Background: an optimization exercise with open tools, aiming at small area, a short achievable clock period and few clock cycles. Do not read the settings as production practice.
Function was checked by simulation only, so behaviour that the tests miss may differ from the original.

==> flow/design.v (excerpt) <==
module dkc (
    input  wire        clk,
    input  wire        rst_n,         
    input  wire        host_we,
    input  wire        host_re,
    input  wire [8:0]  host_addr,
    input  wire [7:0]  host_wdata,
    output reg  [7:0]  host_rdata,    
    input  wire        cmd_valid,
    input  wire [15:0] cmd_word,
    output reg         rsp_valid,     
    output wire [7:0]  rsp_status
);
clock: 8.0 ns
lec_check: 0
abc_area: 1
cap_margin: 40
core_margin: 2
core_utilization: 50
cts_buf_list: sky130_fd_sc_hd__clkbuf_8
cts_cluster_diameter: 50
cts_cluster_size: 12
setup_slack_margin: 4.5
slew_margin: 40
tns_end_percent: 0
standard.sh (not shown) runs the stock make flow with config.mk's settings and CLKGATE_MAP_FILE= SYNTH_SCRIPT=/design/flow/synth_recipe.tcl, a recipe that flattens the netlist after the stock synthesis.
==> flow/flow/run.sh <==
#!/bin/bash
# Layout flow: the standard flow (standard.sh) with one change.  The
# half- and full-adder cells are kept out of synthesis: otherwise Yosys's
# extract_fa fixes slow ha/fa cells into the DES S-box logic before ABC maps
# it.  Everything else (synthesis script, floorplan, power grid, placement,
# CTS, routing) is the standard flow's.
set -euo pipefail
cat >> config.mk <<'EOC'
export DONT_USE_CELLS += sky130_fd_sc_hd__ha_1 sky130_fd_sc_hd__ha_2 sky130_fd_sc_hd__ha_4 sky130_fd_sc_hd__fa_1 sky130_fd_sc_hd__fa_2 sky130_fd_sc_hd__fa_4
EOC
bash standard.sh > standard_flow.log 2>&1
The first run ran to the end with no violations.
Testbench counts at the start, summed over its fixed seeds: cycles 42,949.
Then changed:
--- a/flow/config.mk
+++ b/flow/config.mk
@@ -12,4 +12,2 @@
 export CTS_BUF_LIST = sky130_fd_sc_hd__clkbuf_8
-export CTS_CLUSTER_DIAMETER = 50
-export CTS_CLUSTER_SIZE = 12
 export SETUP_SLACK_MARGIN = 4.5
With this change the flow ran to the end with violations: antenna rules.
Clock-buffer cell count rose by 128.
Synthesized area stays the same.
Synthesized cell count stays the same.
Non-clock buffer count falls by 149.


== maple ==
dkc, a different RTL version from the one above (not shown whole).
==> flow/config.mk <==
export PLATFORM = sky130hd
export DESIGN_NAME = dkc
export DESIGN_NICKNAME = dkc
export VERILOG_FILES = /design/flow/design.v
export SDC_FILE = /design/flow/constraint.sdc
export NUM_CORES = 8
export LEC_CHECK = 0
export ABC_AREA = 1
export CAP_MARGIN = 40
export CORE_MARGIN = 2
export CORE_UTILIZATION = 50
export CTS_BUF_LIST = sky130_fd_sc_hd__clkbuf_8
export SETUP_SLACK_MARGIN = 4.5
export SLEW_MARGIN = 40
export TNS_END_PERCENT = 0
export DONT_USE_CELLS += sky130_fd_sc_hd__ha_1 sky130_fd_sc_hd__ha_2 sky130_fd_sc_hd__ha_4 sky130_fd_sc_hd__fa_1 sky130_fd_sc_hd__fa_2 sky130_fd_sc_hd__fa_4
==> flow/constraint.sdc <==
create_clock -name core_clock -period 8.0 [get_ports {clk}]
set_input_delay 1.6000 -clock core_clock [delete_from_list [all_inputs] [get_ports {clk}]]
set_output_delay 1.6000 -clock core_clock [all_outputs]
set_load 0.01 [all_outputs]
Scripts as last shown in full above: flow/flow/run.sh
Testbench counts of maple, summed over its fixed seeds: cycles 42,949.
Input-level comparison between violet and maple:
--- a/flow/config.mk
+++ b/flow/config.mk
@@ -11 +11 @@
-export CORE_UTILIZATION = 50
+export CORE_UTILIZATION = 45
@@ -13 +13 @@
-export SETUP_SLACK_MARGIN = 4.5
+export SETUP_SLACK_MARGIN = 4.2
Notes after the runs:
Against maple, violet reports a overall global routing resource usage that is lower. Per the comparison of violet with maple, share of the clock period used by the worst path moved up; first-pass GRT wire length moved up. violet and maple ended up with nearly the same largest stage delay on the critical path. Relative to maple, count of cells resized by post-cts repair has decreased by 24% in violet. [compare] base=maple new=violet: worst slack at placement -0.10 ns, worst hold margin +0.022 ns, die area +about 11%. Going from maple to violet, largest net degree at the start of global routing grew by more than a quarter.

-- separate check: timing with driven ports --
How much do the figures lean on ideal ports? The routed layouts below were timed once more, with nothing changed but the port constraints. Step 1, drivers: a clkbuf_16 drives clk and a buf_2 each remaining input, both assumed. Step 2 moves the port delays by t, midway between the first and last clock arrival at a register: inputs arrive t later, outputs are due t later. That takes back most of the time a late clock gives input paths. Slacks: ideal ports / drivers / drivers and shift; pairs: ideal ports / drivers.
run	shift t [ns]	setup WS [ns]	hold WS [ns]	latest minus earliest clock arrival (ns)
the first run of note 1	1.213	3.625 / 3.625 / 2.431	0.426 / 0.426 / 0.426	0.112 / 0.112
the second run of note 1	1.254	3.542 / 3.483 / 2.229	0.420 / 0.420 / 0.420	0.141 / 0.142
maple	1.212	4.083 / 3.976 / 2.764	0.467 / 0.467 / 0.467	0.164 / 0.164
violet	1.140	3.826 / 3.826 / 2.850	0.489 / 0.489 / 0.489	0.123 / 0.123
The setup slack of maple, which loses most, moves by -0.107 ns with the drivers and by -1.319 ns with both steps.
